This design comes from an exercise in tuning for small area on the open sky130 flow, not from production work.
The RTL was checked by simulation tests, not by an equivalence proof against the original design.
Power figures rest on the tool's default switching activity, not on a simulated workload.

// uart_boot_engine
module uart_boot_engine (
    input  wire        clk,
    input  wire        rst,             
    input  wire        begin_i,         
    input  wire [31:0] img_size_i,      
    input  wire        img_bad_i,       
    input  wire        cancel_i,        
    output wire        img_req_o,
    output wire [19:0] img_addr_o,
    input  wire        img_ack_i,
    input  wire [7:0]  img_data_i,
    output wire        tx_valid_o,
    output wire [7:0]  tx_data_o,
    input  wire        tx_ready_i,
    input  wire        tx_err_i,        
    output wire        rx_ready_o,
    input  wire        rx_valid_i,
    input  wire [7:0]  rx_data_i,
    input  wire        rx_timeout_i,
    input  wire        rx_err_i,
    output wire        close_o,
    output wire        progress_valid_o,
    output wire [31:0] progress_o,
    output reg         result_valid_o,
    output wire [2:0]  state_o,
    output wire [2:0]  cause_o
);
    localparam [2:0] K_IDLE = 3'd0;
    localparam [2:0] K_PASS = 3'd1;   
    localparam [2:0] K_LOAD = 3'd2;   
    localparam [2:0] K_TX   = 3'd3;   
    localparam [2:0] K_RX   = 3'd4;   
    localparam [2:0] K_CLS  = 3'd5;   
    localparam [2:0] K_NXT  = 3'd6;   
    localparam [2:0] K_DONE = 3'd7;
    localparam [4:0] P_SOF = 5'd0;
    localparam [4:0] P_PAY = 5'd4;
    localparam [4:0] P_CRC = 5'd20;
    localparam [4:0] P_EOF = 5'd24;
    function [31:0] t4(input [3:0] x);
        integer i;
        reg [31:0] r;
        begin
            r = {28'd0, x};
            for (i = 0; i < 4; i = i + 1)
                r = r[0] ? ((r >> 1) ^ 32'hEDB88320) : (r >> 1);
            t4 = r;
        end
    endfunction
    reg [2:0]  ctl;
    reg [2:0]  st;
    reg [2:0]  cause;
    reg [1:0]  attempt;
    reg        cancelling;
    reg [19:0] size;
    reg [19:0] addr;
    reg [31:0] crc;             
    reg [31:0] park;            
    reg [2:0]  ph;              
    reg [4:0]  pc;
    reg        nh;              
    reg        ok, is_n;          
    reg [7:0]  pbuf;            
    wire eq_hi  = (addr[19:9] == size[19:9]);
    wire eq_f   = eq_hi && (addr[8:0] == size[8:0]);
  ...
Size: roughly 140 flip-flops, ~130 I/O pins, ~0.0069 sq mm of cells after synthesis.
clock: 12.0 ns
lec_check: 0
cap_margin: 20
core_margin: 2
core_utilization: 70
place_density: 0.75
slew_margin: 20
standard.sh (not shown) runs the stock make flow with config.mk's settings and CLKGATE_MAP_FILE= SYNTH_SCRIPT=/design/flow/synth_recipe.tcl, a recipe that flattens the netlist after the stock synthesis.
==> flow/flow/run.sh <==
#!/bin/bash
# The standard layout (standard.sh: ORFS from synthesis to finish) with three changes:
#  - Yosys/ABC maps the logic with an area-oriented script (flow/abc_map.script, repeated
#    dch + amap) instead of ORFS's speed script; the flip-flops and their names are untouched;
#  - every port still gets its own buffer, but with the smallest buffer cell;
#  - clock tree synthesis without dummy loads and with clkbuf_8 clock buffers.
# ORFS writes each step's log under orfs/logs; make's own output goes to make_finish.log.
set -uo pipefail
cd "$(dirname "$0")/.."
rm -rf orfs_scripts
cp -r "$FLOW_HOME/scripts" orfs_scripts
cp flow/abc_map.script orfs_scripts/abc_speed.script
bash standard.sh \
  "SCRIPTS_DIR=$PWD/orfs_scripts" \
  "BUFFER_PORTS_ARGS=-buffer_cell sky130_fd_sc_hd__buf_1" \
  "CTS_ARGS=-sink_clustering_enable -repair_clock_nets -dont_use_dummy_load -buf_list sky130_fd_sc_hd__clkbuf_8" \
  finish > make_finish.log 2>&1
==> flow/flow/abc_map.script <==
strash
dch
amap
strash
dch
amap
strash
dch
amap
strash
dch
amap
strash
dch
amap
Then changed:
GPL_TIMING_DRIVEN = 0   (was not set)
What happened: The new run finished clean; setup slack improves by 0.045 ns; flip-flop and latch count stays the same; first-iteration DRC count decreases by 6.5%; count of clock-buffer cells in the layout does not change; clock skew decreases by 0.012 ns; die area stays the same; routed wire length increases by 1.0%; via count increases by 2.2%; fmax increases by 0.73%.
Then changed:
CAP_MARGIN = 0   (was 20)
CORE_UTILIZATION = 75   (was 70)
PLACE_DENSITY = 0.8   (was 0.75)
SLEW_MARGIN = 0   (was 20)
The new run completed with no timing, DRC or antenna violations.
Setup slack loses 0.18 ns.
Via count increases by 2.7%.
Synthesized cell count is unchanged.
Design area decreases by 0.76%.
Routed wire length increases by 4.4%.
Fmax decreases by 2.9%.

* * *

Another version of the RTL of uart_boot_engine (not shown whole).
Size: about 790 cells after synthesis, ~120 flip-flops.
## uart_boot_engine
module uart_boot_engine (
    input  wire        clk,
    input  wire        rst,             
    input  wire        begin_i,         
    input  wire [31:0] img_size_i,      
    input  wire        img_bad_i,       
    input  wire        cancel_i,        
    output wire        img_req_o,
    output wire [19:0] img_addr_o,
    input  wire        img_ack_i,
    input  wire [7:0]  img_data_i,
    output wire        tx_valid_o,
    output wire [7:0]  tx_data_o,
    input  wire        tx_ready_i,
    input  wire        tx_err_i,        
    output wire        rx_ready_o,
    input  wire        rx_valid_i,
    input  wire [7:0]  rx_data_i,
    input  wire        rx_timeout_i,
    input  wire        rx_err_i,
    output wire        close_o,
    output wire        progress_valid_o,
    output wire [31:0] progress_o,
    output reg         result_valid_o,
    output wire [2:0]  state_o,
    output wire [2:0]  cause_o
);
    localparam [2:0] K_IDLE = 3'd0;
    localparam [2:0] K_PASS = 3'd1;   
    localparam [2:0] K_LOAD = 3'd2;   
    localparam [2:0] K_TX   = 3'd3;   
    localparam [2:0] K_RX   = 3'd4;   
    localparam [2:0] K_CLS  = 3'd5;   
    localparam [2:0] K_NXT  = 3'd6;   
    localparam [2:0] K_DONE = 3'd7;
    localparam [4:0] P_SOF = 5'd0;
    localparam [4:0] P_PAY = 5'd4;
    localparam [4:0] P_CRC = 5'd20;
    localparam [4:0] P_EOF = 5'd24;
    function [31:0] t4(input [3:0] x);
        integer i;
        reg [31:0] r;
        begin
            r = {28'd0, x};
            for (i = 0; i < 4; i = i + 1)
                r = r[0] ? ((r >> 1) ^ 32'hEDB88320) : (r >> 1);
            t4 = r;
        end
    endfunction
    reg [2:0]  ctl;
    reg [3:0]  sc;              
    wire [2:0] st = sc[2:0];
    reg [1:0]  attempt;
    reg        cancelling;
    reg [19:0] size;
    reg [19:0] addr;
    reg [31:0] crc;             
    reg [31:0] park;            
    reg [2:0]  ph;              
    reg [4:0]  pc;
    reg        nh;              
    wire       ok   = pc[4];
    wire       is_n = nh;
  ...
==> flow/config.mk <==
export PLATFORM = sky130hd
export DESIGN_NAME = uart_boot_engine
export DESIGN_NICKNAME = uart_boot_engine
export VERILOG_FILES = /design/flow/design.v
export SDC_FILE = /design/flow/constraint.sdc
export NUM_CORES = 4
export LEC_CHECK = 0
export CAP_MARGIN = 0
export CORE_MARGIN = 2
export CORE_UTILIZATION = 70
export PLACE_DENSITY = 0.75
export SLEW_MARGIN = 0
==> flow/constraint.sdc <==
create_clock -name core_clock -period 12.0 [get_ports {clk}]
set_input_delay 2.4000 -clock core_clock [delete_from_list [all_inputs] [get_ports {clk}]]
set_output_delay 2.4000 -clock core_clock [all_outputs]
set_load 0.01 [all_outputs]
Scripts as last shown in full above: flow/flow/run.sh, flow/flow/abc_map.script
Then changed:
--- a/flow/flow/run.sh
+++ b/flow/flow/run.sh
@@ -3 +3 @@
-#  - Yosys/ABC maps the logic with an area-oriented script (flow/abc_map.script, repeated
+#  - Yosys/ABC maps the logic with an area-oriented script (flow/abc_map.script, eight rounds of
==> flow/flow/abc_map.script (replaced) <==
strash
dch
amap
strash
dch
amap
strash
dch
amap
strash
dch
amap
strash
dch
amap
strash
dch
amap
strash
dch
amap
strash
dch
amap
--- a/flow/config.mk
+++ b/flow/config.mk
@@ -8 +8 @@
-export CAP_MARGIN = 0
+export CAP_MARGIN = 20
@@ -12 +12 @@
-export SLEW_MARGIN = 0
+export SLEW_MARGIN = 20
=> The changed run went through all stages and came out clean; cell area is unchanged; total power stays flat; worst setup slack loses 210 ps; wire length rose by 0.77%; synthesized area is about the same; count of clock-buffer cells in the layout is unchanged.
Then changed:
--- a/flow/flow/run.sh
+++ b/flow/flow/run.sh
@@ -2 +2 @@
-# The standard layout (standard.sh: ORFS from synthesis to finish) with three changes:
+# The standard layout (standard.sh: ORFS from synthesis to finish) with four changes:
@@ -4,0 +5 @@
+#  - timing-driven global placement keeps none of its trial buffering (GPL_KEEP_OVERFLOW=0);
@@ -14,0 +16 @@
+  "GPL_KEEP_OVERFLOW=0" \
What happened: Final area stays flat; power rises by a few percent; utilization goes up by 0.18 points; count of clock-buffer cells in the layout does not change; synthesized area is unchanged; wire length climbs by a little under a tenth; worst setup slack hardly moves; global-route usage climbs by 2.9 points; maximum frequency barely changes; die area does not change.
Then changed:
--- a/flow/flow/run.sh
+++ b/flow/flow/run.sh
@@ -2,2 +2,2 @@
-# The standard layout (standard.sh: ORFS from synthesis to finish) with four changes:
-#  - Yosys/ABC maps the logic with an area-oriented script (flow/abc_map.script, eight rounds of
+# The standard layout (standard.sh: ORFS from synthesis to finish) with three changes:
+#  - Yosys/ABC maps the logic with an area-oriented script (flow/abc_map.script, repeated
@@ -5 +4,0 @@
-#  - timing-driven global placement keeps none of its trial buffering (GPL_KEEP_OVERFLOW=0);
@@ -16 +14,0 @@
-  "GPL_KEEP_OVERFLOW=0" \
==> flow/flow/abc_map.script (replaced) <==
strash
dch
amap
strash
dch
amap
strash
dch
amap
strash
dch
amap
strash
dch
amap
--- a/flow/config.mk
+++ b/flow/config.mk
@@ -10,2 +10,2 @@
-export CORE_UTILIZATION = 70
-export PLACE_DENSITY = 0.75
+export CORE_UTILIZATION = 60
+export PLACE_DENSITY = 0.7
The changed run passed the timing, design-rule and antenna checks.
Global-route usage goes down by 7.9 points.
Utilization goes down by 12 points.
Setup slack improved by 160 ps.
Wire length goes down by 8.1%.
Power goes down by 2.5%.
Then changed:
--- a/flow/config.mk
+++ b/flow/config.mk
@@ -10,2 +10,2 @@
-export CORE_UTILIZATION = 60
-export PLACE_DENSITY = 0.7
+export CORE_UTILIZATION = 70
+export PLACE_DENSITY = 0.75
Worst setup slack is better by 18 ps.
Via count goes up by about 2.8%.
Hold slack is better by 5.8 ps.

-- afterwards: timing with drivers on the ports --
No port has a modelled driver above. Below, the same layouts with a new extraction and two added sets of constraints.
Step 1, drivers: a clkbuf_16 drives clk and a buf_2 each remaining input, both assumed.
Step 2 times the ports against the registers' clock, not the clock port: input delays grow and output delays shrink by t, the midpoint of the rising clock arrivals with the driver on.
Slacks: ideal ports / drivers / drivers and shift; pairs: ideal ports / drivers.
| run | t (ns) | setup WS [ns] | worst setup path after step 2 | clock arrival spread, ns | worst data-port slew with drivers (ns) |
|---|---|---|---|---|---|
| the first run of note 1 | 0.492 | 5.760 / 5.724 / 5.840 | input to register | 0.045 / 0.046 | 0.04 |
| the second run of note 1 | 0.479 | 5.805 / 5.768 / 5.547 | input to register | 0.034 / 0.034 | 0.05 |
| the third run of note 1 | 0.481 | 5.621 / 5.600 / 5.621 | register to register | 0.034 / 0.034 | 0.04 |
| the first run of note 2 | 0.457 | 6.086 / 6.063 / 6.063 | input to output | 0.028 / 0.027 | 0.05 |
| the second run of note 2 | 0.479 | 5.880 / 5.843 / 6.023 | input to register | 0.027 / 0.026 | 0.04 |
| the third run of note 2 | 0.466 | 5.882 / 5.844 / 5.977 | register to register | 0.033 / 0.033 | 0.04 |
| the fourth run of note 2 | 0.471 | 6.046 / 6.025 / 6.025 | input to output | 0.020 / 0.020 | 0.04 |
| the fifth run of note 2 | 0.454 | 6.064 / 6.040 / 6.040 | input to output | 0.031 / 0.031 | 0.05 |
After both steps setup and hold are still met in every run listed. For the second run of note 1, which loses most, drivers alone change the setup slack by -0.037 ns; drivers and shift together by -0.258 ns.
